This design comes from an exercise in tuning for small area, a short achievable clock period and few clock cycles on the open sky130 flow, not from production work.
The RTL was checked by simulation tests, not by an equivalence proof against the original design.
No activity file was given, so power comes from the tool's default toggle rates.

**config.mk**
```make
export PLATFORM = sky130hd
export DESIGN_NAME = feistel_engine
export DESIGN_NICKNAME = feistel_engine
export VERILOG_FILES = /design/flow/design.v
export SDC_FILE = /design/flow/constraint.sdc
export NUM_CORES = 4
export LEC_CHECK = 0
export ABC_AREA = 1
export CAP_MARGIN = 20
export CORE_MARGIN = 2
export CORE_UTILIZATION = 40
export PLACE_DENSITY = 0.8
export SETUP_SLACK_MARGIN = 2.5
export SLEW_MARGIN = 20
```
**constraint.sdc**
```tcl
create_clock -name core_clock -period 5.5 [get_ports {clk}]
set_input_delay 1.1000 -clock core_clock [delete_from_list [all_inputs] [get_ports {clk}]]
set_output_delay 1.1000 -clock core_clock [all_outputs]
set_load 0.01 [all_outputs]
```
**design.v**
```verilog
module fe_perm #(
    parameter NIN  = 64,
    parameter NOUT = 64,
    parameter [NOUT*7-1:0] TBL = {NOUT*7{1'b0}}
) (
    input  wire [NIN-1:0]  din,
    output wire [NOUT-1:0] dout
);
    genvar i;
    generate
        for (i = 0; i < NOUT; i = i + 1) begin : g_bit
            localparam integer SRC = {25'd0, TBL[(NOUT-1-i)*7 +: 7]};
            assign dout[NOUT-1-i] = din[NIN-SRC];
        end
    endgenerate
endmodule
module fe_sbox #(
    parameter [255:0] TBL = 256'd0
) (
    input  wire [5:0] din,
    output wire [3:0] dout
);
    wire [5:0] nidx = ~{din[5], din[0], din[4:1]};
    wire [255:0] t = TBL;
    assign dout = {t[{nidx, 2'd3}], t[{nidx, 2'd2}], t[{nidx, 2'd1}], t[{nidx, 2'd0}]};
endmodule
module fe_subst (
    input  wire [47:0] din,
    output wire [31:0] dout
);
    localparam [255:0] SBOX0 = {4'd14, 4'd4, 4'd13, 4'd1, 4'd2, 4'd15, 4'd11, 4'd8, 4'd3, 4'd10, 4'd6, 4'd12, 4'd5, 4'd9,
        4'd0, 4'd7, 4'd0, 4'd15, 4'd7, 4'd4, 4'd14, 4'd2, 4'd13, 4'd1, 4'd10, 4'd6, 4'd12,
        4'd11, 4'd9, 4'd5, 4'd3, 4'd8, 4'd4, 4'd1, 4'd14, 4'd8, 4'd13, 4'd6, 4'd2, 4'd11,
        4'd15, 4'd12, 4'd9, 4'd7, 4'd3, 4'd10, 4'd5, 4'd0, 4'd15, 4'd12, 4'd8, 4'd2, 4'd4,
        4'd9, 4'd1, 4'd7, 4'd5, 4'd11, 4'd3, 4'd14, 4'd10, 4'd0, 4'd6, 4'd13};
    localparam [255:0] SBOX1 = {4'd15, 4'd1, 4'd8, 4'd14, 4'd6, 4'd11, 4'd3, 4'd4, 4'd9, 4'd7, 4'd2, 4'd13, 4'd12, 4'd0,
        4'd5, 4'd10, 4'd3, 4'd13, 4'd4, 4'd7, 4'd15, 4'd2, 4'd8, 4'd14, 4'd12, 4'd0, 4'd1,
        4'd10, 4'd6, 4'd9, 4'd11, 4'd5, 4'd0, 4'd14, 4'd7, 4'd11, 4'd10, 4'd4, 4'd13, 4'd1,
        4'd5, 4'd8, 4'd12, 4'd6, 4'd9, 4'd3, 4'd2, 4'd15, 4'd13, 4'd8, 4'd10, 4'd1, 4'd3,
        4'd15, 4'd4, 4'd2, 4'd11, 4'd6, 4'd7, 4'd12, 4'd0, 4'd5, 4'd14, 4'd9};
    localparam [255:0] SBOX2 = {4'd10, 4'd0, 4'd9, 4'd14, 4'd6, 4'd3, 4'd15, 4'd5, 4'd1, 4'd13, 4'd12, 4'd7, 4'd11, 4'd4,
        4'd2, 4'd8, 4'd13, 4'd7, 4'd0, 4'd9, 4'd3, 4'd4, 4'd6, 4'd10, 4'd2, 4'd8, 4'd5,
        4'd14, 4'd12, 4'd11, 4'd15, 4'd1, 4'd13, 4'd6, 4'd4, 4'd9, 4'd8, 4'd15, 4'd3, 4'd0,
        4'd11, 4'd1, 4'd2, 4'd12, 4'd5, 4'd10, 4'd14, 4'd7, 4'd1, 4'd10, 4'd13, 4'd0, 4'd6,
        4'd9, 4'd8, 4'd7, 4'd4, 4'd15, 4'd14, 4'd3, 4'd11, 4'd5, 4'd2, 4'd12};
    localparam [255:0] SBOX3 = {4'd7, 4'd13, 4'd14, 4'd3, 4'd0, 4'd6, 4'd9, 4'd10, 4'd1, 4'd2, 4'd8, 4'd5, 4'd11, 4'd12,
        4'd4, 4'd15, 4'd13, 4'd8, 4'd11, 4'd5, 4'd6, 4'd15, 4'd0, 4'd3, 4'd4, 4'd7, 4'd2,
        4'd12, 4'd1, 4'd10, 4'd14, 4'd9, 4'd10, 4'd6, 4'd9, 4'd0, 4'd12, 4'd11, 4'd7, 4'd13,
        4'd15, 4'd1, 4'd3, 4'd14, 4'd5, 4'd2, 4'd8, 4'd4, 4'd3, 4'd15, 4'd0, 4'd6, 4'd10,
        4'd1, 4'd13, 4'd8, 4'd9, 4'd4, 4'd5, 4'd11, 4'd12, 4'd7, 4'd2, 4'd14};
    localparam [255:0] SBOX4 = {4'd2, 4'd12, 4'd4, 4'd1, 4'd7, 4'd10, 4'd11, 4'd6, 4'd8, 4'd5, 4'd3, 4'd15, 4'd13, 4'd0,
        4'd14, 4'd9, 4'd14, 4'd11, 4'd2, 4'd12, 4'd4, 4'd7, 4'd13, 4'd1, 4'd5, 4'd0, 4'd15,
        4'd10, 4'd3, 4'd9, 4'd8, 4'd6, 4'd4, 4'd2, 4'd1, 4'd11, 4'd10, 4'd13, 4'd7, 4'd8,
        4'd15, 4'd9, 4'd12, 4'd5, 4'd6, 4'd3, 4'd0, 4'd14, 4'd11, 4'd8, 4'd12, 4'd7, 4'd1,
        4'd14, 4'd2, 4'd13, 4'd6, 4'd15, 4'd0, 4'd9, 4'd10, 4'd4, 4'd5, 4'd3};
    localparam [255:0] SBOX5 = {4'd12, 4'd1, 4'd10, 4'd15, 4'd9, 4'd2, 4'd6, 4'd8, 4'd0, 4'd13, 4'd3, 4'd4, 4'd14, 4'd7,
        4'd5, 4'd11, 4'd10, 4'd15, 4'd4, 4'd2, 4'd7, 4'd12, 4'd9, 4'd5, 4'd6, 4'd1, 4'd13,
        4'd14, 4'd0, 4'd11, 4'd3, 4'd8, 4'd9, 4'd14, 4'd15, 4'd5, 4'd2, 4'd8, 4'd12, 4'd3,
        4'd7, 4'd0, 4'd4, 4'd10, 4'd1, 4'd13, 4'd11, 4'd6, 4'd4, 4'd3, 4'd2, 4'd12, 4'd9,
        4'd5, 4'd15, 4'd10, 4'd11, 4'd14, 4'd1, 4'd7, 4'd6, 4'd0, 4'd8, 4'd13};
    localparam [255:0] SBOX6 = {4'd4, 4'd11, 4'd2, 4'd14, 4'd15, 4'd0, 4'd8, 4'd13, 4'd3, 4'd12, 4'd9, 4'd7, 4'd5, 4'd10,
        4'd6, 4'd1, 4'd13, 4'd0, 4'd11, 4'd7, 4'd4, 4'd9, 4'd1, 4'd10, 4'd14, 4'd3, 4'd5,
        4'd12, 4'd2, 4'd15, 4'd8, 4'd6, 4'd1, 4'd4, 4'd11, 4'd13, 4'd12, 4'd3, 4'd7, 4'd14,
        4'd10, 4'd15, 4'd6, 4'd8, 4'd0, 4'd5, 4'd9, 4'd2, 4'd6, 4'd11, 4'd13, 4'd8, 4'd1,
        4'd4, 4'd10, 4'd7, 4'd9, 4'd5, 4'd0, 4'd15, 4'd14, 4'd2, 4'd3, 4'd12};
    localparam [255:0] SBOX7 = {4'd13, 4'd2, 4'd8, 4'd4, 4'd6, 4'd15, 4'd11, 4'd1, 4'd10, 4'd9, 4'd3, 4'd14, 4'd5, 4'd0,
        4'd12, 4'd7, 4'd1, 4'd15, 4'd13, 4'd8, 4'd10, 4'd3, 4'd7, 4'd4, 4'd12, 4'd5, 4'd6,
        4'd11, 4'd0, 4'd14, 4'd9, 4'd2, 4'd7, 4'd11, 4'd4, 4'd1, 4'd9, 4'd12, 4'd14, 4'd2,
        4'd0, 4'd6, 4'd10, 4'd13, 4'd15, 4'd3, 4'd5, 4'd8, 4'd2, 4'd1, 4'd14, 4'd7, 4'd4,
        4'd10, 4'd8, 4'd13, 4'd15, 4'd12, 4'd9, 4'd0, 4'd3, 4'd5, 4'd6, 4'd11};
    fe_sbox #(.TBL(SBOX0)) u_s0 (.din(din[47:42]), .dout(dout[31:28]));
    fe_sbox #(.TBL(SBOX1)) u_s1 (.din(din[41:36]), .dout(dout[27:24]));
    fe_sbox #(.TBL(SBOX2)) u_s2 (.din(din[35:30]), .dout(dout[23:20]));
    fe_sbox #(.TBL(SBOX3)) u_s3 (.din(din[29:24]), .dout(dout[19:16]));
    fe_sbox #(.TBL(SBOX4)) u_s4 (.din(din[23:18]), .dout(dout[15:12]));
    fe_sbox #(.TBL(SBOX5)) u_s5 (.din(din[17:12]), .dout(dout[11:8]));
    fe_sbox #(.TBL(SBOX6)) u_s6 (.din(din[11:6]),  .dout(dout[7:4]));
    fe_sbox #(.TBL(SBOX7)) u_s7 (.din(din[5:0]),   .dout(dout[3:0]));
endmodule
module fe_round #(
    parameter [48*7-1:0] T_E = {48*7{1'b0}},
    parameter [32*7-1:0] T_P = {32*7{1'b0}}
) (
    input  wire [63:0] din,
    input  wire [47:0] subkey,
    input  wire        subst,
    input  wire [47:0] sin,
    output wire [63:0] dout,
    output wire [31:0] sout
);
    wire [31:0] l = din[63:32];
    wire [31:0] r = din[31:0];
    wire [47:0] expanded;
    wire [31:0] permuted;
    fe_perm #(.NIN(32), .NOUT(48), .TBL(T_E)) u_e (.din(r & {32{~subst}}), .dout(expanded));
    fe_subst u_s (.din(expanded ^ (subst ? sin : subkey)), .dout(sout));
    fe_perm #(.NIN(32), .NOUT(32), .TBL(T_P)) u_p (.din(sout), .dout(permuted));
    assign dout = {r, permuted ^ ~l};
endmodule
module feistel_engine (
    input  wire        clk,
    input  wire        rst,         
    input  wire        cmd_valid,
    input  wire [71:0] cmd,
    output wire        cmd_ready,
    output wire [63:0] blk,
    output wire [7:0]  status
);
    localparam [64*7-1:0] T_IP = {7'd58, 7'd50, 7'd42, 7'd34, 7'd26, 7'd18, 7'd10, 7'd2, 7'd60, 7'd52, 7'd44, 7'd36, 7'd28,
        7'd20, 7'd12, 7'd4, 7'd62, 7'd54, 7'd46, 7'd38, 7'd30, 7'd22, 7'd14, 7'd6, 7'd64,
        7'd56, 7'd48, 7'd40, 7'd32, 7'd24, 7'd16, 7'd8, 7'd57, 7'd49, 7'd41, 7'd33, 7'd25,
        7'd17, 7'd9, 7'd1, 7'd59, 7'd51, 7'd43, 7'd35, 7'd27, 7'd19, 7'd11, 7'd3, 7'd61,
        7'd53, 7'd45, 7'd37, 7'd29, 7'd21, 7'd13, 7'd5, 7'd63, 7'd55, 7'd47, 7'd39, 7'd31,
        7'd23, 7'd15, 7'd7};
    localparam [64*7-1:0] T_IPINV = {7'd40, 7'd8, 7'd48, 7'd16, 7'd56, 7'd24, 7'd64, 7'd32, 7'd39, 7'd7, 7'd47, 7'd15, 7'd55,
        7'd23, 7'd63, 7'd31, 7'd38, 7'd6, 7'd46, 7'd14, 7'd54, 7'd22, 7'd62, 7'd30, 7'd37,
        7'd5, 7'd45, 7'd13, 7'd53, 7'd21, 7'd61, 7'd29, 7'd36, 7'd4, 7'd44, 7'd12, 7'd52,
        7'd20, 7'd60, 7'd28, 7'd35, 7'd3, 7'd43, 7'd11, 7'd51, 7'd19, 7'd59, 7'd27, 7'd34,
        7'd2, 7'd42, 7'd10, 7'd50, 7'd18, 7'd58, 7'd26, 7'd33, 7'd1, 7'd41, 7'd9, 7'd49,
        7'd17, 7'd57, 7'd25};
    localparam [48*7-1:0] T_E = {7'd32, 7'd1, 7'd2, 7'd3, 7'd4, 7'd5, 7'd4, 7'd5, 7'd6, 7'd7, 7'd8, 7'd9, 7'd8, 7'd9, 7'd10,
        7'd11, 7'd12, 7'd13, 7'd12, 7'd13, 7'd14, 7'd15, 7'd16, 7'd17, 7'd16, 7'd17, 7'd18,
        7'd19, 7'd20, 7'd21, 7'd20, 7'd21, 7'd22, 7'd23, 7'd24, 7'd25, 7'd24, 7'd25, 7'd26,
        7'd27, 7'd28, 7'd29, 7'd28, 7'd29, 7'd30, 7'd31, 7'd32, 7'd1};
    localparam [32*7-1:0] T_P = {7'd16, 7'd7, 7'd20, 7'd21, 7'd29, 7'd12, 7'd28, 7'd17, 7'd1, 7'd15, 7'd23, 7'd26, 7'd5,
        7'd18, 7'd31, 7'd10, 7'd2, 7'd8, 7'd24, 7'd14, 7'd32, 7'd27, 7'd3, 7'd9, 7'd19,
        7'd13, 7'd30, 7'd6, 7'd22, 7'd11, 7'd4, 7'd25};
    localparam [56*7-1:0] T_PC1 = {7'd57, 7'd49, 7'd41, 7'd33, 7'd25, 7'd17, 7'd9, 7'd1, 7'd58, 7'd50, 7'd42, 7'd34, 7'd26,
        7'd18, 7'd10, 7'd2, 7'd59, 7'd51, 7'd43, 7'd35, 7'd27, 7'd19, 7'd11, 7'd3, 7'd60,
        7'd52, 7'd44, 7'd36, 7'd63, 7'd55, 7'd47, 7'd39, 7'd31, 7'd23, 7'd15, 7'd7, 7'd62,
        7'd54, 7'd46, 7'd38, 7'd30, 7'd22, 7'd14, 7'd6, 7'd61, 7'd53, 7'd45, 7'd37, 7'd29,
        7'd21, 7'd13, 7'd5, 7'd28, 7'd20, 7'd12, 7'd4};
    localparam [48*7-1:0] T_PC2 = {7'd14, 7'd17, 7'd11, 7'd24, 7'd1, 7'd5, 7'd3, 7'd28, 7'd15, 7'd6, 7'd21, 7'd10, 7'd23,
        7'd19, 7'd12, 7'd4, 7'd26, 7'd8, 7'd16, 7'd7, 7'd27, 7'd20, 7'd13, 7'd2, 7'd41,
        7'd52, 7'd31, 7'd37, 7'd47, 7'd55, 7'd30, 7'd40, 7'd51, 7'd45, 7'd33, 7'd48, 7'd44,
        7'd49, 7'd39, 7'd56, 7'd34, 7'd53, 7'd46, 7'd42, 7'd50, 7'd36, 7'd29, 7'd32};
    localparam [15:0] SHIFT2 = 16'b0111111011111100;
    localparam [1:0] CAUSE_ILLEGAL = 2'd1;
    localparam [1:0] CAUSE_NOKEYS  = 2'd2;
    localparam [2:0] ST_IDLE = 3'd0;
    localparam [2:0] ST_CIPH = 3'd1;    
    localparam [2:0] ST_WALK = 3'd2;    
    localparam [2:0] ST_IPN  = 3'd3;    
    localparam [2:0] ST_ONE  = 3'd4;    
    localparam [2:0] ST_IP1  = 3'd5;    
    localparam [2:0] ST_RB1  = 3'd6;    
    localparam [2:0] ST_RB2  = 3'd7;    
    reg  [2:0]  state;
    reg  [3:0]  cnt;
    reg  [3:0]  tgt;
    reg         dec;
    reg  [3:0]  kind;         
    reg         is_rnd;       
    reg         subst_mode;   
    reg  [63:0] blk_r;
    reg  [55:0] cd;
    reg         kvalid;
    reg         fault;
    reg  [1:0]  cause;
    wire [63:0] blk_v;        
    fe_perm #(.NIN(64), .NOUT(64), .TBL(T_IPINV)) u_out (.din(blk_r), .dout(blk_v));
    assign cmd_ready = (state == ST_IDLE);
    assign blk       = blk_v;
    assign status    = {3'b000, 1'b0, cause, fault, kvalid};
    wire [7:0] op       = cmd[71:64];
    wire [3:0] fam      = op[7:4];
    wire [3:0] sel      = op[3:0];
    wire       imm_zero = (cmd[63:0] == 64'd0);
    wire is_nop   = (op == 8'h00) && imm_zero;
    wire is_ldkey = (op == 8'h10);
    wire is_ldblk = (op == 8'h11);
    wire is_ksgen = (op == 8'h20) && imm_zero;
    wire is_getsk = (fam == 4'h3) && imm_zero;
    wire is_perm  = (fam == 4'h4) && (sel <= 4'd5) && imm_zero;
    wire is_subst = (op == 8'h50) && imm_zero;
    wire is_round = (fam == 4'h6) && imm_zero;
    wire is_swap  = (op == 8'h70) && imm_zero;
    wire is_enc   = (op == 8'h80) && imm_zero;
    wire is_dec   = (op == 8'h81) && imm_zero;
    wire legal = is_nop | is_ldkey | is_ldblk | is_ksgen | is_getsk | is_perm |
                 is_subst | is_round | is_swap | is_enc | is_dec;
    wire needs_keys = is_getsk | is_round | is_enc | is_dec;
    wire take = cmd_valid && (state == ST_IDLE);
    wire ok   = take && !fault;
    wire run  = ok && legal && !(needs_keys && !kvalid);
    wire spec_enc = take && !fault && kvalid && (op == 8'h80);
    function [55:0] rotl;
        input [55:0] v;
        input integer n;
        integer b;
        begin
            for (b = 0; b < 28; b = b + 1) begin
                rotl[28 + b] = v[28 + (b + 28 - n) % 28];
                rotl[b]      = v[(b + 28 - n) % 28];
            end
        end
    endfunction
    wire [47:0] subkey;
    fe_perm #(.NIN(56), .NOUT(48), .TBL(T_PC2)) u_pc2k (.din(cd), .dout(subkey));
    wire [3:0]  nstep   = cnt + 4'd1;
    wire        two_fwd = SHIFT2[nstep];
    wire        two_bwd = SHIFT2[~cnt];
    wire [63:0] round_out;
    wire [31:0] sbox_out;
    fe_round #(.T_E(T_E), .T_P(T_P)) u_round (
        .din(blk_r), .subkey(subkey), .subst(subst_mode), .sin(blk_v[63:16]),
        .dout(round_out), .sout(sbox_out));
    wire [63:0] ip_v, pc1_v;
    wire [47:0] e_v, pc2_v;
    wire [31:0] p_v;
    fe_perm #(.NIN(64), .NOUT(64), .TBL(T_IP))  u_ip  (.din(blk_v), .dout(ip_v));
    fe_perm #(.NIN(32), .NOUT(48), .TBL(T_E))   u_e   (.din(blk_v[63:32]), .dout(e_v));
    fe_perm #(.NIN(32), .NOUT(32), .TBL(T_P))   u_p   (.din(blk_v[63:32]), .dout(p_v));
    fe_perm #(.NIN(64), .NOUT(56), .TBL(T_PC1)) u_pc1 (.din(blk_v), .dout(pc1_v[63:8]));
    fe_perm #(.NIN(56), .NOUT(48), .TBL(T_PC2)) u_pc2 (.din(blk_v[63:8]), .dout(pc2_v));
    assign pc1_v[7:0] = 8'd0;
    wire [63:0] ld_d, ip_d, e_d, p_d, pc1_d, pc2_d, sw_d, sub_d, key_d;
    fe_perm #(.NIN(64), .NOUT(64), .TBL(T_IP)) u_ipl (.din(cmd[63:0]),                  .dout(ld_d));
    fe_perm #(.NIN(64), .NOUT(64), .TBL(T_IP)) u_ipi (.din(ip_v),                       .dout(ip_d));
    fe_perm #(.NIN(64), .NOUT(64), .TBL(T_IP)) u_ipe (.din({e_v, 16'd0}),               .dout(e_d));
    fe_perm #(.NIN(64), .NOUT(64), .TBL(T_IP)) u_ipp (.din({p_v, 32'd0}),               .dout(p_d));
    fe_perm #(.NIN(64), .NOUT(64), .TBL(T_IP)) u_ipc (.din(pc1_v),                      .dout(pc1_d));
    fe_perm #(.NIN(64), .NOUT(64), .TBL(T_IP)) u_ipd (.din({pc2_v, 16'd0}),             .dout(pc2_d));
    fe_perm #(.NIN(64), .NOUT(64), .TBL(T_IP)) u_ips (.din({blk_v[31:0], blk_v[63:32]}), .dout(sw_d));
    fe_perm #(.NIN(64), .NOUT(64), .TBL(T_IP)) u_ipu (.din({sbox_out, 32'd0}),          .dout(sub_d));
    fe_perm #(.NIN(64), .NOUT(64), .TBL(T_IP)) u_ipk (.din({subkey, 16'd0}),            .dout(key_d));
    wire [55:0] pc1_imm;
    fe_perm #(.NIN(64), .NOUT(56), .TBL(T_PC1)) u_pc1k (.din(cmd[63:0]), .dout(pc1_imm));
    wire idle   = (state == ST_IDLE);
    wire last   = (cnt == 4'd15);
    wire at_tgt = (state == ST_WALK) && (cnt == tgt);
    wire b_ld   = !rst && idle && ok && is_ldblk;
    wire b_rnd  = !rst && (spec_enc || ((state == ST_CIPH) && !last) || (at_tgt && is_rnd));
    wire b_fin  = !rst && (((state == ST_CIPH) && last) || (state == ST_RB2));
    wire b_swp  = !rst && (state == ST_RB1);
    wire b_ip   = !rst && ((state == ST_IPN) || (state == ST_IP1));
    wire one    = !rst && (state == ST_ONE);
    wire b_e    = one && (kind == 4'h2);
    wire b_p    = one && (kind == 4'h3);
    wire b_pc1  = one && (kind == 4'h4);
    wire b_pc2  = one && (kind == 4'h5);
    wire b_sw   = one && (kind == 4'h6);
    wire b_sub  = one && (kind == 4'h8);
    wire b_key  = !rst && at_tgt && !is_rnd;
    wire b_hold = !rst && !(b_ld || b_rnd || b_fin || b_swp || b_ip || one || b_key);
    wire [63:0] blk_d =
        ({64{b_hold}} & blk_r) | ({64{b_ld}}  & ld_d)  | ({64{b_rnd}} & round_out) |
        ({64{b_fin}}  & {round_out[31:0], round_out[63:32]}) |
        ({64{b_swp}}  & {blk_r[31:0], blk_r[63:32]}) |
        ({64{b_ip}}   & ip_d)  | ({64{b_e}}   & e_d)   | ({64{b_p}}   & p_d)   |
        ({64{b_pc1}}  & pc1_d) | ({64{b_pc2}} & pc2_d) | ({64{b_sw}}  & sw_d)  |
        ({64{b_sub}}  & sub_d) | ({64{b_key}} & key_d);
    wire fwd    = ((state == ST_CIPH) && !dec) || (state == ST_WALK);
    wire bwd    = (state == ST_CIPH) && dec && !last;
    wire c_ld   = !rst && idle && take && is_ldkey;
    wire c_l1   = !rst && ((idle && take && op == 8'h80) || (fwd && !two_fwd));
    wire c_l2   = !rst && fwd && two_fwd;
    wire c_r1   = !rst && ((idle && take && op == 8'h81) || (bwd && !two_bwd) || (state == ST_RB1));
    wire c_r2   = !rst && bwd && two_bwd;
    wire c_hold = !rst && !(c_ld || c_l1 || c_l2 || c_r1 || c_r2);
    wire [55:0] cd_d =
        ({56{c_hold}} & cd) | ({56{c_ld}} & rotl(pc1_imm, 1)) |
        ({56{c_l1}} & rotl(cd, 1)) | ({56{c_l2}} & rotl(cd, 2)) |
        ({56{c_r1}} & rotl(cd, 27)) | ({56{c_r2}} & rotl(cd, 26));
    always @(posedge clk) begin
        blk_r <= blk_d;
        cd    <= cd_d;
    end
    always @(posedge clk) begin
        if (rst) begin
            state  <= ST_IDLE;
            kvalid <= 1'b0;
            fault  <= 1'b0;
            cause  <= 2'd0;
        end else begin
            case (state)
                ST_IDLE: begin
                    if (ok) begin
                        if (!legal) begin
                            fault <= 1'b1;
                            cause <= CAUSE_ILLEGAL;
                        end else if (needs_keys && !kvalid) begin
                            fault <= 1'b1;
                            cause <= CAUSE_NOKEYS;
                        end
                    end
                    if (spec_enc && !imm_zero)
                        state <= ST_RB1;
                    if (run) begin
                        if (is_ldkey)
                            kvalid <= 1'b0;
                        if (is_ksgen)
                            kvalid <= 1'b1;
                        if (is_enc || is_dec)
                            state <= ST_CIPH;
                        if (is_getsk)
                            state <= ST_WALK;
                        if (is_round || (is_perm && sel[2:1] == 2'd0))
                            state <= ST_IPN;
                        if ((is_perm && sel[2:1] != 2'd0) || is_subst || is_swap)
                            state <= ST_ONE;
                    end
                end
                ST_CIPH: if (last) state <= ST_IDLE;
                ST_WALK: if (last) state <= is_rnd ? ST_IP1 : ST_IDLE;
                ST_IPN:  if (cnt == 4'd0) state <= is_rnd ? ST_WALK : ST_IDLE;
                ST_RB1:  state <= ST_RB2;
                default: state <= ST_IDLE;
            endcase
        end
    end
    always @(posedge clk) begin
        subst_mode <= !rst && (state == ST_IDLE) && run && is_subst;
        case (state)
            ST_IDLE: begin
                cnt    <= (fam == 4'h6 || (fam == 4'h4 && sel[0])) ? 4'd4 :
                          (fam == 4'h8 && !sel[0]) ? 4'd1 : 4'd0;
                dec    <= op[0];
                tgt    <= sel;
                is_rnd <= (fam == 4'h6);
                kind   <= (fam == 4'h4) ? sel : (fam == 4'h5) ? 4'h8 : 4'h6;
            end
            ST_IPN: begin
                cnt    <= (cnt == 4'd0) ? 4'd0 : cnt - 4'd1;
            end
            default: begin
                cnt    <= cnt + 4'd1;
            end
        endcase
    end
endmodule
```
**flow/run.sh**
```bash
#!/bin/bash
export BUFFER_PORTS_ARGS="-buffer_cell sky130_fd_sc_hd__buf_2"
bash standard.sh > standard_flow.log 2>&1
```
**standard.sh**
```bash
#!/bin/bash
# synth_recipe.tcl (not shown) runs the flow's synth.tcl, then flattens the netlist and writes it again
# the make line also repeats each setting of config.mk as NAME=value (left out here)
make -C /OpenROAD-flow-scripts/flow DESIGN_CONFIG=/design/flow/config.mk WORK_HOME=/design/flow/orfs CLKGATE_MAP_FILE= SYNTH_SCRIPT=/design/flow/synth_recipe.tcl "${@:-finish}"
```
==> results of run 1 <==
## cells in the final DEF, fill, tap and decap left out, drive strengths merged, types with 2 or more instances in the layout
master / n
a21boi: 2
nand4: 93
a221oi: 15
nand2: 724
a22oi: 6
inv: 288
ha: 48
o221ai: 35
a31oi: 3
o21ai: 228
edfxtp: 9
nor3: 25
clkinv: 8
clkbuf: 21
conb: 4
or2: 6
xnor2: 13
nor4: 10
nand3: 238
o21a: 4
buf: 242
nand3b: 3
a211oi: 12
diode: 8
xor2: 24
clkinvlp: 14
nor2: 184
dfxtp: 132
o211ai: 63
a21oi: 228
o31ai: 4
o22ai: 137
o2111ai: 20
## worst max-delay path, stage by stage
cell	delay [ns]
buf_2	0.23
inv_4	0.14
nand3_1	0.12
inv_2	0.10
nand4_1	0.19
clkinvlp_4	0.28
a21oi_1	0.40
o21ai_0	0.21
a211oi_1	0.30
o21ai_0	0.18
a21oi_1	0.14
nand2_1	0.06
## synthesized netlist by cell type (all sizes together) (24+ instances only)
master	count	share of area
nand4	93	0.037
ha	48	0.038
o22ai	137	0.054
clkbuf	68	0.016
inv	291	0.069
o211ai	63	0.030
nand3	238	0.075
nor2	184	0.044
o221ai	35	0.019
buf	81	0.029
o21ai	228	0.078
nor3	25	0.0089
xor2	24	0.017
a21oi	228	0.072
nand2	724	0.17
dfxtp	132	0.17
## through the flow
| stage | power [mW] | setup slack [ns] | utilization | hold WS, ns |
|---|---|---|---|---|
| finish | 2.81 | 2.41 | 0.478 | 0.495 |
| global route | 2.86 | 2.38 | 0.478 | 0.527 |
| CTS | 2.73 | 2.43 | 0.456 | 0.495 |
| detailed placement | 1.55 | 1.54 | 0.433 | 0.480 |
| global placement | 1.55 | 1.57 | 0.433 | 0.467 |
| floorplan | 1.38 | 2.72 | - | 0.452 |
## power by group through the flow
| stage | registers [mW] | clock network [mW] | logic (mW) |
|---|---|---|---|
| after global routing | 1.08 | 1.23 | 0.542 |
| after detailed placement | 1.11 | 0 | 0.447 |
| after CTS | 1.08 | 1.19 | 0.452 |
| final | 1.08 | 1.21 | 0.519 |
| after floorplan | 1.10 | 0 | 0.279 |
| after global placement | 1.11 | 0 | 0.446 |
## registers in the layout, summed over array words and instances, names as in the netlist
register / count
kvalid: 1
kind: 4
state: 3
is_rnd: 1
cd: 56
cnt: 4
fault: 1
subst_mode: 1
cause: 2
tgt: 4
blk_r: 64
## kinds of logic after synthesis
family | Yosys count
flip-flops | 141
adder cells (fa/ha/maj) | 48
XOR/XNOR | 37
other | 1
buffers and inverters | 444
AND/OR/NAND/NOR | 1285
AO/OA/AOI/OAI | 763
## repair_timing
action,CTS,global route
buffers inserted,11,50
resized for setup,57,104
pin swaps,3,16
hold endpoints to repair,0,0
setup endpoints to repair,64,104
cloned,0,3
## routing by layer
| metal | global-route usage | wire length (µm) | up-vias |
|---|---|---|---|
| met1 | 0.539 | 34200 | 10400 |
| met5 | 0.0548 | 338 | - |
| li1 | - | - | 9701 |
| met4 | 0.252 | 7190 | 12 |
| met2 | 0.577 | 35100 | 2149 |
| met3 | 0.200 | 16000 | 517 |
## final cells by class
cell class	instances	area, µm²	share of cell area
clock inverter	14	124	0.00667
sequential	141	2940	0.159
clock buffer	18	450	0.0243
multi-input combinational	2137	11500	0.621
timing repair inverter	1	8.76	0.000472
inverter	295	1170	0.0633
tap	518	648	0.0349
timing repair buffer	245	1660	0.0896
antenna	8	20.0	0.00108
## how the worst max path moves through the flow
| stage | slack [ns] | cells past startpoint | endpoint | startpoint |
|---|---|---|---|---|
| after global routing | 2.38 | 20 | blk_r[59]$_DFF_P_ | subst_mode$_DFF_P_ |
| final | 2.41 | 12 | blk_r[52]$_DFF_P_ | rst |
| after global placement | 1.57 | 13 | blk_r[43]$_DFF_P_ | cmd[69] |
| after CTS | 2.43 | 13 | blk_r[59]$_DFF_P_ | rst |
| after detailed placement | 1.54 | 11 | blk_r[55]$_DFF_P_ | cmd[69] |
| after floorplan | 2.72 | 14 | blk_r[63]$_DFF_P_ | cmd[68] |
==> notes.md, run 1 <==
run status no timing/DRC/antenna violations; pwr dens 152 mW/mm²; Synth Area in Compound Gates 0.291; dpl cells 3273; Total Routing Usage GR 0.426; RSZ-0062 raised after global routing yes; post-synthesis mux area share 0; Max Clk Rate 323 MHz; Reg power frac 0.385; HPWL after DPL 67900 µm; Port Buffer Count 143; switch share 0.355; Final GP Congestion 1.17; NetSw 998 µW; H-tree levels 4; clk buf depth 2; Reg2Reg Capture Point blk_r[59]$_DFF_P_; Required @ worst endpoint 5.86 ns; initial antenna violation count 5; Synth Area in Adders 0.0380; Inserted Clock Buffers 17; Most used DFF post-synth dfxtp_1; I/O pins 148; share of cells above drive strength 1 0.160; hold depth 2; die area 0.0412 mm²; Die X 203 µm; Post-Synth Simple-Gate Area 0.346; CTS tree yes; Post-DRT Antenna Nets 0; post-synthesis xor/xnor area fraction 0.0259; Max IR drop VDD 0.214 mV; startpoint types primary input; Rows 72; vias in the first global route 19800; Synth Cell Area 0.0158 mm²; GRT Residual Overflow 0; DR vias 22800; critical path type in2reg; Distinct cells, synth 59; final hold vios 0; internal power contribution 1.82 mW; Final min period 3.09 ns; # setup viols final 0; post-DR wirelength/cell 27.5 µm; FF+latch count, synth 141; cells on worst reg2reg path 16; Area Growth Syn to Fin 17.4%; die height 203 µm; hold_sp cd[34]$_DFF_P_; Comb pwr share 0.184; DR iter-0 viols 4136; YS warnings 1; Async SR Flop Fraction 0; Setup Skew 0.0202 ns; clock root cell clkbuf_16; Pre-Repair DR Iteration Count 9; fill count 4117; Syn Inst Count 2719; syn_area_per_cell 5.82 µm²; placed instance area 0.0168 mm²; post-route cell area 0.0186 mm²; Sink Count 141; Finished Layout Cells 3377; number of synthesized flops with an enable pin 9; FF-to-FF Start blk_r[1]$_DFF_P_; crit end category register; leakage 7.70 nW; Clock transition at path regs 0.07 ns; largest net degree at the start of global routing 57; drc violations 0; final wirelength 92800 µm; worst hold path type reg2reg; TNS Setup 0 ns; Pins Over Slew Limit 0; crit path max fanout 15; Rel. slew slack 0.203; post-synthesis sequential area ratio 0.184; nets@finish 2961; max-cap violations 0; WHS Endpoint cd[34]$_DFF_P_; Starting Density 0.408; worst skew pair latency 0.48 ns; critical path arrival 3.46 ns; Final Cycle Share 0.562; share of power burned in the clock network 0.430; R2R setup slack 2.42 ns; routed vias/inst 6.75; first-pass GRT wire length 130000 µm; Slew @ Worst Pin 1.19 ns; Post-CTS Hold Fix Bufs 0; core footprint 0.0388 mm²; main combinational cell family by area after synthesis simple AND/OR/NAND/NOR gates
Testbench counts, summed over its fixed seeds: cycles 26,762.
==> inputs of run 2 (changes only) <==
--- a/config.mk
+++ b/config.mk
@@ -11,4 +11,3 @@
 export CORE_UTILIZATION = 40
-export PLACE_DENSITY = 0.8
-export SETUP_SLACK_MARGIN = 2.5
+export SETUP_SLACK_MARGIN = 2.25
 export SLEW_MARGIN = 20
==> notes.md, run 2 <==
run status no timing/DRC/antenna violations; fill count 4225 (+2.6%); Final GP Congestion 1.15 (-1.2%); final wirelength 103000 µm (+11%); post-DR wirelength/cell 30.8 µm (+12%); fin util 0.469 (-0.00947); Rows 72 (unchanged); commonest cells after routing, fill and taps aside 708 x nand2_1, 245 x inv_1, 231 x nand3_1; Required @ worst endpoint 5.88 ns (+0.02 ns); Reg power frac 0.379 (-0.006); NetSw 987 µW (-1.1%); leakage 7.62 nW (-0.96%); FF+latch count, synth 141 (unchanged); HPWL after DPL 76300 µm (+12%); vias in the first global route 20500 (+3.6%); Post-CTS Hold Fix Bufs 0 (unchanged); CTS tree yes; DR iter-0 viols 3530 (-15%); Max Clk Rate 303 MHz (-6.4%); die height 203 µm (unchanged); GR Util met3 0.211 (+0.0108); critical-path cell list clkbuf_4 -> inv_2 -> nand3_2 -> buf_4 -> o22ai_1 -> a21oi_1 -> o221ai_1 -> a211oi_1 -> nand3_1 -> inv_1 -> nand2_1; Inserted Clock Buffers 17 (unchanged); die area 0.0412 mm² (unchanged); syn_area_per_cell 5.82 µm² (unchanged); Max IR drop VDD 0.247 mV (+16%); core footprint 0.0388 mm² (unchanged); number of synthesized flops with an enable pin 9 (unchanged); first-pass GRT wire length 145000 µm (+11%); internal power contribution 1.87 mW (+3.2%); Starting Density 0.408 (unchanged); busiest grt layer met2; GRT Residual Overflow 0 (unchanged); worst skew pair latency 0.49 ns (about the same); pwr dens 157 mW/mm² (+3.7%); H-tree levels 4 (unchanged); TNS Setup 0 ns (unchanged); Total Routing Usage GR 0.486 (+0.0602); drc violations 0 (unchanged); Rel. slew slack 0.249 (+0.0467); biggest regs blk_r (64), cd (56); cell taking the most area after synthesis nand2_1; Clock transition at path regs 0.07 ns (about the same); dominant cells by area after synthesis nand2_1 17%, dfxtp_1 17%, nand3_1 7.5%; DR vias 22700 (-0.21%); top-count cell post-synth nand2_1; final hold vios 0 (unchanged); Pins Over Slew Limit 0 (unchanged); met1 Use GR 0.608 (+0.0699); critical path arrival 3.68 ns (+0.22 ns); largest net degree at the start of global routing 57 (unchanged); share of power burned in the clock network 0.444 (+0.014); Most used DFF post-synth dfxtp_1; RSZ-0062 raised after global routing yes; Port Buffer Count 143 (unchanged); Die X 203 µm (unchanged); Synth top area share 0.171 (unchanged); Comb pwr share 0.178 (-0.006); dpl cells 3282 (+0.27%); Setup Skew 0.0163 ns (-0.00388 ns); Final Cycle Share 0.601 (+0.0383); Sink Count 141 (unchanged); Pwr Total 2.86 mW (+1.7%); clock root cell clkbuf_16; Slew @ Worst Pin 1.12 ns (-0.0648 ns); routing usage on met2 0.673 (+0.0967); critical path type in2reg; max FFs per register 64 (unchanged); slowest CP cell a211oi_1; Area Growth Syn to Fin 15.0%; Biggest register blk_r; Syn Inst Count 2719 (unchanged); Distinct cells, synth 59 (unchanged); post-synthesis sequential area ratio 0.184 (unchanged); CP max stage delay 0.52 ns (+0.12 ns); Finished Layout Cells 3359 (-0.53%); worst hold path type reg2reg; Final min period 3.30 ns (+0.211 ns); crit path max fanout 28 (+13); # setup viols final 0 (unchanged); Post-DRT Antenna Nets 0 (unchanged); nets@finish 2945 (-0.54%); YS warnings 1 (unchanged); switch share 0.345 (-0.00975); Synth Cell Area 0.0158 mm² (unchanged); startpoint types primary input; share of cells above drive strength 1 0.143 (-0.0178); Async SR Flop Fraction 0 (unchanged); crit end category register; initial antenna violation count 10 (+5); Pre-Repair DR Iteration Count 9 (unchanged); I/O pins 148 (unchanged); clk buf depth 2 (unchanged); routed vias/inst 6.77 (+0.33%); commonest non-fill, non-tap cell in the layout nand2_1; max-cap violations 0 (unchanged); worst hold slack 0.497 ns (+0.00157 ns); Synth top cells by count 719 x nand2_1, 262 x inv_1, 238 x nand3_1
## run 2: changes by cell type in the layout (fill, tap and decap cells not counted), sizes merged
| cell | change |
|---|---|
| buf | -15 |
| bufinv | +2 |
| clkbuf | +2 |
| clkinv | +1 |
| clkinvlp | +2 |
| diode | -2 |
| inv | -8 |
## run 2: cell type report
cell class / count / area, µm² / area share
antenna: 6 / 15.0 / 0.000825
timing repair buffer: 230 / 1510 / 0.0829
clock inverter: 12 / 136 / 0.00749
multi-input combinational: 2137 / 11300 / 0.623
inverter: 295 / 1170 / 0.0642
sequential: 141 / 2940 / 0.161
tap: 518 / 648 / 0.0356
clock buffer: 20 / 457 / 0.0251
## run 2: repair_timing
action | CTS | global route
gates resized for setup | 22 | 73
pin swaps | 0 | 5
buffers inserted | 5 | 33
endpoints found under the setup margin | 51 | 102
cloned | 0 | 1
## run 2: cell families after synthesis
family	count (synthesis)	share of synthesized area
compound gates	763	0.291
xor+xnor	37	0.0259
buf+inv	444	0.115
fa+ha+maj	48	0.0380
simple gates	1285	0.346
flops	141	0.184
other cells	1	0.000237
## run 2: power groups by stage
stage / Combinational (mW) / Clock, mW / Sequential (mW)
after detailed placement: 0.467 / 0 / 1.11
after global routing: 0.532 / 1.29 / 1.09
after CTS: 0.471 / 1.26 / 1.08
after floorplan: 0.279 / 0 / 1.10
final: 0.508 / 1.27 / 1.08
after global placement: 0.464 / 0 / 1.10
## run 2: worst max-delay path, delay by kind of cell
kind,cells,cell delay [ns]
buffers and inverters,4,0.86
and+or+nand+nor,3,0.60
AOI/OAI and AO/OA,4,1.10
## run 2: per-layer routing
layer | wire, µm | vias up
met3 | 16700 | 521
met2 | 40100 | 2063
met1 | 38700 | 10500
met4 | 7800 | 12
li1 | - | 9654
met5 | 83 | -
## run 2: stage by stage
stage                     area, µm²  setup WS [ns]
after floorplan               15800           2.72
after global placement        16900           1.57
after detailed placement      16900           1.60
after CTS                     17600           2.23
after global routing          18200           2.16
final                         18200           2.20
## run 2: final timing paths
check	to	startpoint	slack [ns]	cells after the start
max	blk_r[10]$_DFF_P_	rst	2.20	11
min	cd[19]$_DFF_P_	cd[19]$_DFF_P_	0.50	2
max reg2reg	blk_r[12]$_DFF_P_	blk_r[19]$_DFF_P_	2.23	14
min reg2reg	cd[19]$_DFF_P_	cd[19]$_DFF_P_	0.50	2
==> inputs of run 3 (changes only) <==
--- a/config.mk
+++ b/config.mk
@@ -11,3 +11,4 @@
 export CORE_UTILIZATION = 40
-export SETUP_SLACK_MARGIN = 2.25
+export PLACE_DENSITY = 0.8
+export SETUP_SLACK_MARGIN = 2.75
 export SLEW_MARGIN = 20
==> notes.md, run 3 <==
R2R setup slack 2.62 ns (+0.39 ns); routing usage on met2 0.658 (-0.0150); drc violations 0 (unchanged); Slew @ Worst Pin 0.822 ns (-0.300 ns); Distinct cells, synth 59 (unchanged); Required @ worst endpoint 5.85 ns (-0.03 ns); critical path arrival 3.24 ns (-0.44 ns); die height 203 µm (unchanged); number of synthesized flops with an enable pin 9 (unchanged); Syn Inst Count 2719 (unchanged); register area 0.00295 mm² (+0.47%); biggest regs blk_r (64), cd (56); pwr dens 146 mW/mm² (-7.4%); Area Growth Syn to Fin 32.3%; dominant cells by area after synthesis nand2_1 17%, dfxtp_1 17%, nand3_1 7.5%; Port Buffer Count 143 (unchanged); Setup Skew 0.0219 ns (+0.00557 ns); worst hold path type reg2reg; initial antenna violation count 5 (-5); Final min period 2.88 ns (-0.418 ns); Post-DRT Antenna Nets 0 (unchanged); Rel. slew slack 0.451 (+0.202); vias in the first global route 20100 (-2.1%); FF+latch count, synth 141 (unchanged); Async SR Flop Fraction 0 (unchanged); RSZ-0062 raised after global routing yes; Die X 203 µm (unchanged); first-pass GRT wire length 143000 µm (-1.1%); startpoint types register; share of cells above drive strength 1 0.257 (+0.114); cell taking the most area after synthesis nand2_1; Max IR drop VDD 0.231 mV (-6.6%); final wirelength 109000 µm (+5.0%); Synth top cells by count 719 x nand2_1, 262 x inv_1, 238 x nand3_1; final hold vios 0 (unchanged); share of power burned in the clock network 0.442 (-0.002); Final GP Congestion 1.12 (-2.4%); max-cap violations 0 (unchanged); fin util 0.539 (+0.0705); core footprint 0.0388 mm² (unchanged); multi-input logic area 0.0126 mm² (+11%); CTS tree yes; internal power contribution 1.99 mW (+6.2%); nets@finish 3061 (+3.9%); Biggest register blk_r; max FFs per register 64 (unchanged); Final Cycle Share 0.525 (-0.0761); post-DR wirelength/cell 31.2 µm (+1.5%); NetSw 1.06 mW (+7.3%); crit path max fanout 8 (-71%); Rows 72 (unchanged); Synth top area share 0.171 (unchanged); critical path type reg2reg; routed vias/inst 6.92 (+2.2%); Sink Count 141 (unchanged); syn_area_per_cell 5.82 µm² (unchanged); largest net degree at the start of global routing 61 (+7.0%); I/O pins 148 (unchanged); post-synthesis sequential area ratio 0.184 (unchanged); Comb pwr share 0.202 (+0.024); Starting Density 0.408 (unchanged); fill count 3921 (-7.2%); H-tree levels 4 (unchanged); worst skew pair latency 0.47 ns (-0.02 ns); DR iter-0 viols 4422 (+25%); commonest cells after routing, fill and taps aside 645 x nand2_1, 218 x inv_1, 215 x a21oi_1; run status no timing/DRC/antenna violations; Most used DFF post-synth dfxtp_1; # setup viols final 0 (unchanged); top-count cell post-synth nand2_1; switch share 0.347 (+0.00231); Reg power frac 0.356 (-0.023); Synth Cell Area 0.0158 mm² (unchanged); leakage 8.56 nW (+12%); commonest non-fill, non-tap cell in the layout nand2_1; DR vias 24100 (+5.8%); Post-CTS Hold Fix Bufs 0 (unchanged); GR Util met3 0.199 (-0.0125); clock root cell clkbuf_16; Clock transition at path regs 0.08 ns (about the same); clk buf depth 2 (unchanged); TNS Setup 0 ns (unchanged); die area 0.0412 mm² (unchanged); Inserted Clock Buffers 17 (unchanged); Pins Over Slew Limit 0 (unchanged); HPWL after DPL 73700 µm (-3.4%); YS warnings 1 (unchanged); GRT Residual Overflow 0 (unchanged); Max Clk Rate 347 MHz (+15%); Pre-Repair DR Iteration Count 10 (+1); crit end category register; busiest grt layer met2; Total Routing Usage GR 0.479 (-0.00655); met1 Use GR 0.618 (+0.00926)
[run 3: changes by cell type in the layout (fill, tap and decap cells not counted), moves of 20 or more]
cell     change
nand2_1     -63
nor2_1      -25
o21ai_0     -25
nand2_2     +41
inv_1       -27
nand3_2     +34
nand3_1     -42
buf_4       +68
ha_1        -20
buf_6       +23
[run 3: routing by layer]
| layer | wire, µm | up-vias |
|---|---|---|
| met5 | 148 | - |
| met4 | 9530 | 8 |
| met3 | 18600 | 686 |
| met2 | 41000 | 2433 |
| met1 | 39300 | 11000 |
| li1 | - | 9913 |
[run 3: cell type report]
| cell class | instances | area share |
|---|---|---|
| diodes | 7 | 0.000836 |
| clock buffers | 19 | 0.0217 |
| clock inverters | 12 | 0.00830 |
| inverters | 295 | 0.0605 |
| multi-input cells | 2137 | 0.602 |
| flip-flops and latches | 141 | 0.141 |
| well taps | 518 | 0.0309 |
| repair buffers | 341 | 0.132 |
| repair inverters | 5 | 0.00233 |
[run 3: stage by stage]
step	instances	area, µm²	total power [mW]	setup WS, ns	hold slack (ns)
2_1_floorplan	2722	15900	1.38	2.73	0.452
3_3_place_gp	3287	17000	1.57	1.61	0.466
3_5_place_dp	3287	17000	1.57	1.54	0.477
4_1_cts	3356	18700	2.91	2.61	0.493
5_1_grt	3468	20900	3.08	2.56	0.533
6_report	3475	20900	3.05	2.62	0.496
[run 3: power by group through the flow]
stage	Sequential, mW	Combinational (mW)	Clock (mW)
final	1.09	0.615	1.35
after CTS	1.08	0.496	1.32
after global routing	1.09	0.634	1.36
after detailed placement	1.11	0.464	0
after global placement	1.11	0.466	0
after floorplan	1.10	0.282	0
[run 3: repair_timing]
action,4_1_cts,5_1_grt
resized for setup,172,329
pin swaps,25,122
setup buffers,34,99
endpoints found under the setup margin,118,125
cloned,4,13
[run 3: final timing paths]
path	from	to	depth (start not counted)
worst max-delay path	subst_mode$_DFF_P_	blk_r[18]$_DFF_P_	16
worst min-delay path	cd[19]$_DFF_P_	cd[19]$_DFF_P_	2
worst max register to register	subst_mode$_DFF_P_	blk_r[18]$_DFF_P_	16
worst min register to register	cd[19]$_DFF_P_	cd[19]$_DFF_P_	2
[run 3: kinds of logic after synthesis]
family,after synthesis,share of synthesized area
simple gates,1285,0.346
buf+inv,444,0.115
fa+ha+maj,48,0.0380
other cells,1,0.000237
xor+xnor,37,0.0259
flops,141,0.184
compound gates,763,0.291
[run 3: critical path, cell delays in order (launching register included)]
cell and delay [ns]:
dfxtp_4 0.52, buf_6 0.16, buf_16 0.16, nand2_1 0.07
o21ai_2 0.11, xnor2_2 0.18, inv_2 0.13, buf_4 0.15
ha_1 0.18, inv_1 0.06, o21ai_0 0.08, o22ai_1 0.30
nand2_1 0.12, nand3_2 0.13, nand3_2 0.15, nand3_4 0.18
nand2_2 0.08
==> inputs of run 4 (changes only) <==
--- a/config.mk
+++ b/config.mk
@@ -11,4 +11,3 @@
 export CORE_UTILIZATION = 40
-export PLACE_DENSITY = 0.8
-export SETUP_SLACK_MARGIN = 2.75
+export SETUP_SLACK_MARGIN = 2.5
 export SLEW_MARGIN = 20
==> notes.md, run 4 <==
Area Growth Syn to Fin 20.8%; Starting Density 0.408 (unchanged); Pwr Total 2.90 mW (-5.0%); pwr dens 152 mW/mm² (+4.1%); Final min period 3.01 ns (+0.121 ns); Inserted Clock Buffers 17 (unchanged); cell taking the most area after synthesis nand2_1; Syn Inst Count 2719 (unchanged); routing usage on met2 0.672 (+0.0137); biggest regs blk_r (64), cd (56); GRT Residual Overflow 0 (unchanged); RSZ-0062 raised after global routing yes; top-count cell post-synth nand2_1; Max IR drop VDD 0.242 mV (+4.7%); Pins Over Slew Limit 0 (unchanged); Slew @ Worst Pin 1.03 ns (+0.206 ns); GR Util met3 0.230 (+0.0313); nets@finish 2993 (-2.2%); die area 0.0412 mm² (unchanged); busiest grt layer met2; max-cap violations 0 (unchanged); Synth Cell Area 0.0158 mm² (unchanged); Port Buffer Count 143 (unchanged); commonest cells after routing, fill and taps aside 694 x nand2_1, 231 x inv_1, 226 x nand3_1, 226 x a21oi_1, 171 x nor2_1; Pre-Repair DR Iteration Count 6 (-4); first-pass GRT wire length 146000 µm (+2.2%); YS warnings 1 (unchanged); multi-input logic area 0.0117 mm² (-7.4%); Final Cycle Share 0.546 (+0.0219); Worst Setup SP cd[39]$_DFF_P_; Sink Count 141 (unchanged); critical path type reg2reg; Synth top cells by count 719 x nand2_1, 262 x inv_1, 238 x nand3_1; max FFs per register 64 (unchanged); FF-to-FF Start cd[39]$_DFF_P_; vias in the first global route 20700 (+3.0%); FF+latch count, synth 141 (unchanged); Rel. slew slack 0.310 (-0.142); fill count 4117 (+5.0%); register area 0.00295 mm² (-0.17%); met1 Use GR 0.604 (-0.0132); DR iter-0 viols 3699 (-16%); leakage 7.91 nW (-7.6%); crit path max fanout 14 (+6); Die X 203 µm (unchanged); Post-DRT Antenna Nets 0 (unchanged); final wirelength 106000 µm (-2.6%); Synth top area share 0.171 (unchanged); critical path arrival 3.35 ns (+0.11 ns); Distinct cells, synth 59 (unchanged); post-synthesis sequential area ratio 0.184 (unchanged); startpoint types register; end of the critical path blk_r[33]$_DFF_P_; Max Clk Rate 333 MHz (-4.0%); commonest non-fill, non-tap cell in the layout nand2_1; # setup viols final 0 (unchanged); HPWL after DPL 76300 µm (+3.5%); die height 203 µm (unchanged); clock root cell clkbuf_16; Total Routing Usage GR 0.491 (+0.0119); I/O pins 148 (unchanged); run status no timing/DRC/antenna violations; cells on worst reg2reg path 13 (-3); worst hold path type reg2reg; Final GP Congestion 1.15 (+2.5%); CTS tree yes; Post-CTS Hold Fix Bufs 0 (unchanged); Clock transition at path regs 0.07 ns (about the same); drc violations 0 (unchanged); Required @ worst endpoint 5.84 ns (about the same); core footprint 0.0388 mm² (unchanged); routed vias/inst 6.82 (-1.5%); TNS Setup 0 ns (unchanged); initial antenna violation count 16 (+11); number of synthesized flops with an enable pin 9 (unchanged); largest net degree at the start of global routing 57 (-6.6%); dominant cells by area after synthesis nand2_1 17%, dfxtp_1 17%, nand3_1 7.5%; final hold vios 0 (unchanged); Biggest register blk_r; clk buf depth 2 (unchanged); post-DR wirelength/cell 31.0 µm (-0.77%); Most used DFF post-synth dfxtp_1; crit end category register; share of cells above drive strength 1 0.181 (-0.0755); Setup Skew 0.0165 ns (-0.00538 ns); DR vias 23300 (-3.3%); R2R setup slack 2.49 ns (-0.12 ns); Async SR Flop Fraction 0 (unchanged); worst hold slack 0.495 ns (-0.00109 ns); worst skew pair latency 0.50 ns (+0.03 ns); H-tree levels 4 (unchanged); Rows 72 (unchanged); Reg2Reg Capture Point blk_r[33]$_DFF_P_; syn_area_per_cell 5.82 µm² (unchanged)
## run 4: routing by layer
layer	wire, µm	vias to the layer above
met4	8880	12
met1	39000	10800
met2	40700	2070
li1	-	9753
met5	208	-
met3	17000	581
## run 4: worst min-delay path by stage
stage              startpoint        endpoint  slack [ns]  cells past startpoint
2_1_floorplan  cd[19]$_DFF_P_  cd[19]$_DFF_P_        0.45                      2
4_1_cts        cd[19]$_DFF_P_  cd[19]$_DFF_P_        0.49                      2
5_1_grt        cd[19]$_DFF_P_  cd[19]$_DFF_P_        0.51                      2
3_3_place_gp   cd[19]$_DFF_P_  cd[19]$_DFF_P_        0.47                      2
6_report       cd[34]$_DFF_P_  cd[34]$_DFF_P_        0.49                      2
3_5_place_dp   cd[19]$_DFF_P_  cd[19]$_DFF_P_        0.48                      2
## run 4: cell families after synthesis
logic type | synth area share
AO/OA/AOI/OAI | 0.291
other | 0.000237
adder cells (fa/ha/maj) | 0.0380
flip-flops | 0.184
buffers and inverters | 0.115
XOR/XNOR | 0.0259
AND/OR/NAND/NOR | 0.346
## run 4: critical path, stage by stage, from the launching register on
cell and delay (ns):
dfxtp_2 0.51, inv_1 0.21, nand2_1 0.10, nand3_1 0.30, o21ai_2 0.41, clkinvlp_4 0.34, o21ai_0 0.13, o21ai_0 0.09
nand2_1 0.08, nand3_1 0.21, nand2_2 0.17, nand2_1 0.08, nand3_1 0.10, o211ai_1 0.10
## run 4: through the flow
| step | instances | utilization | setup slack [ns] | cell area, µm² |
|---|---|---|---|---|
| 2_1_floorplan | 2722 | - | 2.72 | 15800 |
| 4_1_cts | 3336 | 0.464 | 2.47 | 18000 |
| 3_5_place_dp | 3282 | 0.436 | 1.60 | 16900 |
| 6_report | 3412 | 0.492 | 2.49 | 19100 |
| 3_3_place_gp | 3282 | 0.436 | 1.57 | 16900 |
| 5_1_grt | 3402 | 0.492 | 2.45 | 19100 |
## run 4: layout make-up
cell class / instances / share of cell area
tap: 518 / 0.0339
inverter: 295 / 0.0633
timing repair inverter: 2 / 0.000916
sequential: 141 / 0.154
clock inverter: 12 / 0.00713
clock buffer: 20 / 0.0239
antenna: 11 / 0.00144
timing repair buffer: 276 / 0.105
multi-input combinational: 2137 / 0.611
## run 4: repair_timing
action,in CTS,in global routing
pin swaps,4,20
setup endpoints to repair,120,124
gates resized for setup,82,127
cloned,2,5
buffers inserted,20,60
## run 4: power breakdown
part           leakage [nW]  switching, mW  internal [mW]
logic                  6.45          0.398          0.145
registers              1.17         0.0300           1.05
clock network         0.283          0.577          0.694
total                  7.91           1.00           1.89
==> inputs of run 5 (changes only) <==
--- a/config.mk
+++ b/config.mk
@@ -10,3 +10,3 @@
 export CORE_MARGIN = 2
-export CORE_UTILIZATION = 40
+export CORE_UTILIZATION = 50
 export SETUP_SLACK_MARGIN = 2.5
==> notes.md, run 5 <==
run status no timing/DRC/antenna violations; Area Growth Syn to Fin 18.9%; Comb pwr share 0.195 (+0.007); commonest non-fill, non-tap cell in the layout nand2_1; post-synthesis sequential area ratio 0.184 (unchanged); top cell family by delay on the critical path buffers and inverters; share of cells above drive strength 1 0.173 (-0.00833); Final Cycle Share 0.570 (+0.0240); R2R setup slack 2.36 ns (-0.13 ns); CP max stage delay 0.33 ns (-0.18 ns); Final GP Congestion 1.15 (-0.50%); Starting Density 0.504 (+0.0965); Synth Cell Area 0.0158 mm² (unchanged); # setup viols final 0 (unchanged); hold_sp cd[34]$_DFF_P_; crit path max fanout 14 (unchanged); fin util 0.599 (+0.107); Max IR drop VDD 0.215 mV (-11%); Worst path most repeated cell nand3_1; Async SR Flop Fraction 0 (unchanged); Die X 182 µm (-10%); largest net degree at the start of global routing 58 (+1.8%); Rows 65 (-9.7%); RSZ-0062 raised after global routing yes; clk buf depth 2 (unchanged); Most used DFF post-synth dfxtp_1; die area 0.0331 mm² (-20%); crit end category register; Reg2Reg Capture Point blk_r[7]$_DFF_P_; Final min period 3.14 ns (+0.132 ns); Required @ worst endpoint 5.82 ns (-0.02 ns); Worst Path Buf+Inv 4 (+2); core footprint 0.0314 mm² (-19%); final hold vios 0 (unchanged); max FFs per register 64 (unchanged); max-cap violations 0 (unchanged); pwr dens 147 mW/mm² (-2.9%); Synth top area share 0.171 (unchanged); commonest cells after routing, fill and taps aside 691 x nand2_1, 240 x inv_1, 226 x nand3_1; final wirelength 97500 µm (-7.8%); first-pass GRT wire length 138000 µm (-5.5%); Pre-Repair DR Iteration Count 20 (+14); Port Buffer Count 143 (unchanged); Reg power frac 0.393 (+0.019); switch share 0.344 (-0.00254); drc violations 0 (unchanged); Inserted Clock Buffers 17 (unchanged); worst skew pair latency 0.47 ns (-0.03 ns); Biggest register blk_r; critical path arrival 3.45 ns (+0.10 ns); Sink Count 141 (unchanged); PnR worst setup slack 2.36 ns (-0.132 ns); Synth top cells by count 719 x nand2_1, 262 x inv_1, 238 x nand3_1; dominant cells by area after synthesis nand2_1 17%, dfxtp_1 17%, nand3_1 7.5%; number of synthesized flops with an enable pin 9 (unchanged); cells on worst reg2reg path 13 (unchanged); critical path type reg2reg; internal power contribution 1.82 mW (-4.1%); nets@finish 2970 (-0.77%); routed vias/inst 7.31 (+7.2%); I/O pins 148 (unchanged); pre-CTS setup slack 1.45 ns (-0.153 ns); leakage 7.79 nW (-1.5%); multi-input logic area 0.0118 mm² (+0.77%); WHS Endpoint cd[34]$_DFF_P_; Distinct cells, synth 59 (unchanged); syn_area_per_cell 5.82 µm² (unchanged); TNS Setup 0 ns (unchanged); biggest regs blk_r (64), cd (56); NetSw 953 µW (-5.2%); cell taking the most area after synthesis nand2_1; CTS tree yes; fill count 3079 (-25%); clock root cell clkbuf_16; Post-DRT Antenna Nets 0 (unchanged); FF-to-FF Start blk_r[15]$_DFF_P_; YS warnings 1 (unchanged); slowest CP cell nand3_1; register area 0.00294 mm² (-0.21%); post-DR wirelength/cell 29.8 µm (-3.8%); Setup Skew 0.0139 ns (-0.00260 ns); die height 182 µm (-10%); Syn Inst Count 2719 (unchanged); initial antenna violation count 7 (-9); Max Clk Rate 319 MHz (-4.2%); DR iter-0 viols 4785 (+29%); Pins Over Slew Limit 0 (unchanged); Rel. slew slack 0.241 (-0.0684); Clock transition at path regs 0.07 ns (about the same); Worst Setup SP blk_r[15]$_DFF_P_; top-count cell post-synth nand2_1; GRT Residual Overflow 0 (unchanged); share of power burned in the clock network 0.412 (-0.026); HPWL after DPL 69500 µm (-8.9%); vias in the first global route 21100 (+1.8%); worst hold path type reg2reg; Slew @ Worst Pin 1.13 ns (+0.102 ns); hold depth 2 (unchanged); H-tree levels 4 (unchanged); Total Routing Usage GR 0.563 (+0.0718); startpoint types register; DR vias 23900 (+2.7%); FF+latch count, synth 141 (unchanged); critical-path cell list buf_4 -> inv_1 -> nand2_1 -> nand3_1 -> o21ai_4 -> clkinvlp_4 -> buf_4 -> o211ai_1 -> nand2_1 -> o21ai_1 -> nand3_1 -> nand3_1 -> o211ai_1
[run 5: cells by family (layout without fill, tap and decap cells)]
group                    Yosys count  count (layout)  synth area share
buffers and inverters            444             582             0.115
AO/OA/AOI/OAI                    763             763             0.291
other                              1              10          0.000237
flip-flops                       141             141             0.184
AND/OR/NAND/NOR                 1285            1285             0.346
XOR/XNOR                          37              37            0.0259
adder cells (fa/ha/maj)           48              48            0.0380
[run 5: repair_timing]
item,CTS,global route
hold buffers,0,0
setup buffers,16,42
resized for setup,70,159
cloned,2,3
setup endpoints to repair,120,125
pin swaps,7,27
[run 5: stage by stage]
stage               power, mW  hold WS [ns]  cell area (µm²)  cells
finish                   2.77         0.517            18800   3268
global route             2.80         0.539            18800   3262
CTS                      2.66         0.505            17700   3217
detailed placement       1.55         0.488            16800   3167
global placement         1.54         0.469            16800   3167
floorplan                1.38         0.452            15800   2722
[run 5: final cells by class]
type / instances / share of cell area
antenna: 6 / 0.000798
timing repair buffer: 255 / 0.0979
multi-input combinational: 2137 / 0.626
clock buffer: 19 / 0.0230
clock inverter: 13 / 0.00539
inverter: 295 / 0.0641
tap: 402 / 0.0267
sequential: 141 / 0.156
[run 5: worst max-delay path by stage]
stage                        endpoint  slack, ns  cells after the start
floorplan           blk_r[63]$_DFF_P_       2.72                     14
finish               blk_r[7]$_DFF_P_       2.36                     13
global route        blk_r[24]$_DFF_P_       2.45                     17
global placement    blk_r[24]$_DFF_P_       1.51                     14
CTS                 blk_r[51]$_DFF_P_       2.45                     18
detailed placement  blk_r[24]$_DFF_P_       1.45                     15
[run 5: worst min-delay path, cell delays in order (launching register included)]
cell and delay, ns:
dfxtp_1 0.36, nand2_1 0.06, nand4_1 0.06
[run 5: routing by layer]
layer / track usage / vias to the layer above / wire length [µm]
met2: 0.760 / 2529 / 36600
met1: 0.665 / 10800 / 33500
met4: 0.407 / 4 / 9630
met3: 0.311 / 793 / 17700
li1: - / 9709 / -
met5: 0.0133 / - / 25
[run 5: power groups by stage]
stage	combinational, mW	sequential [mW]	clock [mW]
after floorplan	0.279	1.10	0
after CTS	0.459	1.08	1.12
final	0.538	1.09	1.14
after global routing	0.557	1.09	1.16
after detailed placement	0.447	1.11	0
after global placement	0.437	1.11	0
==> inputs of run 6 (changes only) <==
--- a/design.v
+++ b/design.v
@@ -149,5 +149,4 @@
     reg  [3:0]  cnt;
-    reg  [3:0]  tgt;
     reg         dec;
-    reg  [3:0]  kind;         
+    reg  [3:0]  arg;          
     reg         is_rnd;       
@@ -230,3 +229,3 @@
     wire last   = (cnt == 4'd15);
-    wire at_tgt = (state == ST_WALK) && (cnt == tgt);
+    wire at_tgt = (state == ST_WALK) && (cnt == arg);
     wire b_ld   = !rst && idle && ok && is_ldblk;
@@ -237,8 +236,8 @@
     wire one    = !rst && (state == ST_ONE);
-    wire b_e    = one && (kind == 4'h2);
-    wire b_p    = one && (kind == 4'h3);
-    wire b_pc1  = one && (kind == 4'h4);
-    wire b_pc2  = one && (kind == 4'h5);
-    wire b_sw   = one && (kind == 4'h6);
-    wire b_sub  = one && (kind == 4'h8);
+    wire b_e    = one && (arg == 4'h2);
+    wire b_p    = one && (arg == 4'h3);
+    wire b_pc1  = one && (arg == 4'h4);
+    wire b_pc2  = one && (arg == 4'h5);
+    wire b_sw   = one && (arg == 4'h1);
+    wire b_sub  = one && (arg == 4'h0);
     wire b_key  = !rst && at_tgt && !is_rnd;
@@ -318,5 +317,4 @@
                 dec    <= op[0];
-                tgt    <= sel;
                 is_rnd <= (fam == 4'h6);
-                kind   <= (fam == 4'h4) ? sel : (fam == 4'h5) ? 4'h8 : 4'h6;
+                arg    <= (fam == 4'h5) ? 4'h0 : (fam == 4'h7) ? 4'h1 : sel;
             end
--- a/config.mk
+++ b/config.mk
@@ -10,3 +10,3 @@
 export CORE_MARGIN = 2
-export CORE_UTILIZATION = 50
+export CORE_UTILIZATION = 40
 export SETUP_SLACK_MARGIN = 2.5
==> notes.md, run 6 <==
Setup Skew 0.0184 ns (+0.00449 ns); Synth top area share 0.201 (+0.0304); Synth Cell Area 0.0158 mm² (-0.14%); RSZ-0062 raised after global routing yes; Rows 72 (+11%); I/O pins 148 (unchanged); Slew @ Worst Pin 0.964 ns (-0.166 ns); Required @ worst endpoint 5.86 ns (+0.04 ns); clock root cell clkbuf_16; Async SR Flop Fraction 0 (unchanged); max-cap violations 0 (unchanged); crit end category register; pre-CTS setup slack 1.34 ns (-0.108 ns); cell taking the most area after synthesis nand2_1; Final min period 3.07 ns (-0.0719 ns); FF+latch count, synth 138 (-2.1%); Worst path most repeated cell nand2_1; Most used DFF post-synth dfxtp_1; vias in the first global route 19300 (-8.6%); critical path arrival 3.42 ns (-0.03 ns); # diodes 0 (-6); number of synthesized flops with an enable pin 6 (-3); syn_area_per_cell 5.88 µm² (+0.97%); Port Buffer Count 143 (unchanged); Max Clk Rate 326 MHz (+2.3%); Rel. slew slack 0.350 (+0.109); post-DR wirelength/cell 28.4 µm (-4.6%); dominant cells by area after synthesis nand2_1 20%, dfxtp_1 17%, nand3_1 7.5%; drc violations 0 (unchanged); startpoint types primary input; first-pass GRT wire length 133000 µm (-4.1%); top cell family by delay on the critical path simple AND/OR/NAND/NOR gates; GR Util met3 0.145 (-0.166); critical-path cell list buf_2 -> inv_2 -> nand4_1 -> nor2_1 -> nand2_1 -> clkbuf_8 -> o221ai_1 -> nor4_2 -> o21ai_0 -> a21oi_1 -> nand2_1; Total Routing Usage GR 0.439 (-0.124); Clock transition at path regs 0.06 ns (about the same); die height 203 µm (+11%); DR vias 21800 (-8.6%); clk buf depth 2 (unchanged); run status no timing/DRC/antenna violations; Final Cycle Share 0.557 (-0.0131); Worst Path Buf+Inv 3 (-1); final wirelength 94800 µm (-2.8%); CP max stage delay 0.45 ns (+0.12 ns); Inserted Clock Buffers 17 (unchanged); pwr dens 146 mW/mm² (-1.0%); YS warnings 1 (unchanged); Area Growth Syn to Fin 17.3%; GRT Residual Overflow 0 (unchanged)
-- run 6: changes by cell type in the layout (fill, tap and decap cells not counted), moves of 16 or more --
cell / before / now
o21ai_0: 152 / 117
nand4_1: 93 / 64
nor2_1: 172 / 199
a21oi_1: 220 / 116
inv_1: 240 / 201
nand2_1: 691 / 821
o22ai_1: 137 / 63
a221oi_1: 14 / 67
o2111ai_1: 17 / 33
-- run 6: cell type report --
cell class	instances	area [µm²]
Tap cell	518	648
Sequential cell	138	2850
Inverter	248	970
Clock buffer	17	425
Timing Repair Buffer	241	1640
Multi-Input combinational cell	2153	11800
Clock inverter	15	151
Timing Repair inverter	2	16.3
Fill cell	4220	20300
-- run 6: cell families after synthesis --
kind of cell / after synthesis / share of synthesized area
and+or+nand+nor: 1433 / 0.380
AOI/OAI and AO/OA: 612 / 0.253
buffers and inverters: 401 / 0.107
DFF: 138 / 0.179
xor gates and xnor gates: 57 / 0.0435
adders and majority gates: 47 / 0.0372
other: 1 / 0.000237
-- run 6: final timing paths --
kind	start	to	cells after the start
hold reg to reg	cause[0]$_SDFFE_PP0P_	cause[0]$_SDFFE_PP0P_	2
setup / recovery	rst	blk_r[9]$_DFF_P_	11
hold / removal	cause[0]$_SDFFE_PP0P_	cause[0]$_SDFFE_PP0P_	2
setup reg to reg	blk_r[2]$_DFF_P_	blk_r[12]$_DFF_P_	15
-- run 6: per-stage QoR --
| stage | util | hold WS, ns |
|---|---|---|
| CTS | 0.457 | 0.462 |
| global placement | 0.432 | 0.439 |
| finish | 0.478 | 0.465 |
| detailed placement | 0.433 | 0.445 |
| global route | 0.478 | 0.472 |
| floorplan | - | 0.467 |
-- run 6: layer usage --
metal	vias up	part of all wire
met2	1745	0.40
met3	383	0.14
met4	6	0.065
li1	9449	-
met5	-	0.00038
met1	10200	0.39
-- run 6: worst min-delay path, cell delays in order (launching register included) --
cell     delay (ns)
dfxtp_1        0.31
nand2_1        0.06
a21oi_1        0.05
-- run 6: power by group --
part,internal [mW],total [mW],switching [mW]
sequential,1.03,1.06,0.0321
combinational,0.127,0.442,0.315
clock,0.665,1.20,0.537
total,1.82,2.70,0.884
-- run 6: repair_timing --
| item | CTS | global route |
|---|---|---|
| cloned | 2 | 4 |
| resized for setup | 60 | 103 |
| endpoints found under the setup margin | 68 | 124 |
| hold buffers | 0 | 0 |
| buffers inserted | 11 | 39 |
| pin swaps | 6 | 19 |
Testbench counts of run 6, summed over its fixed seeds: cycles 26,762.

Setup slack of run 6, layout unchanged: 2.435 ns with ideal ports, 2.466 ns with driving cells assumed (clock clkbuf_16, inputs buf_2), 1.938 ns with port delays also shifted by the 0.528 ns mid clock arrival.
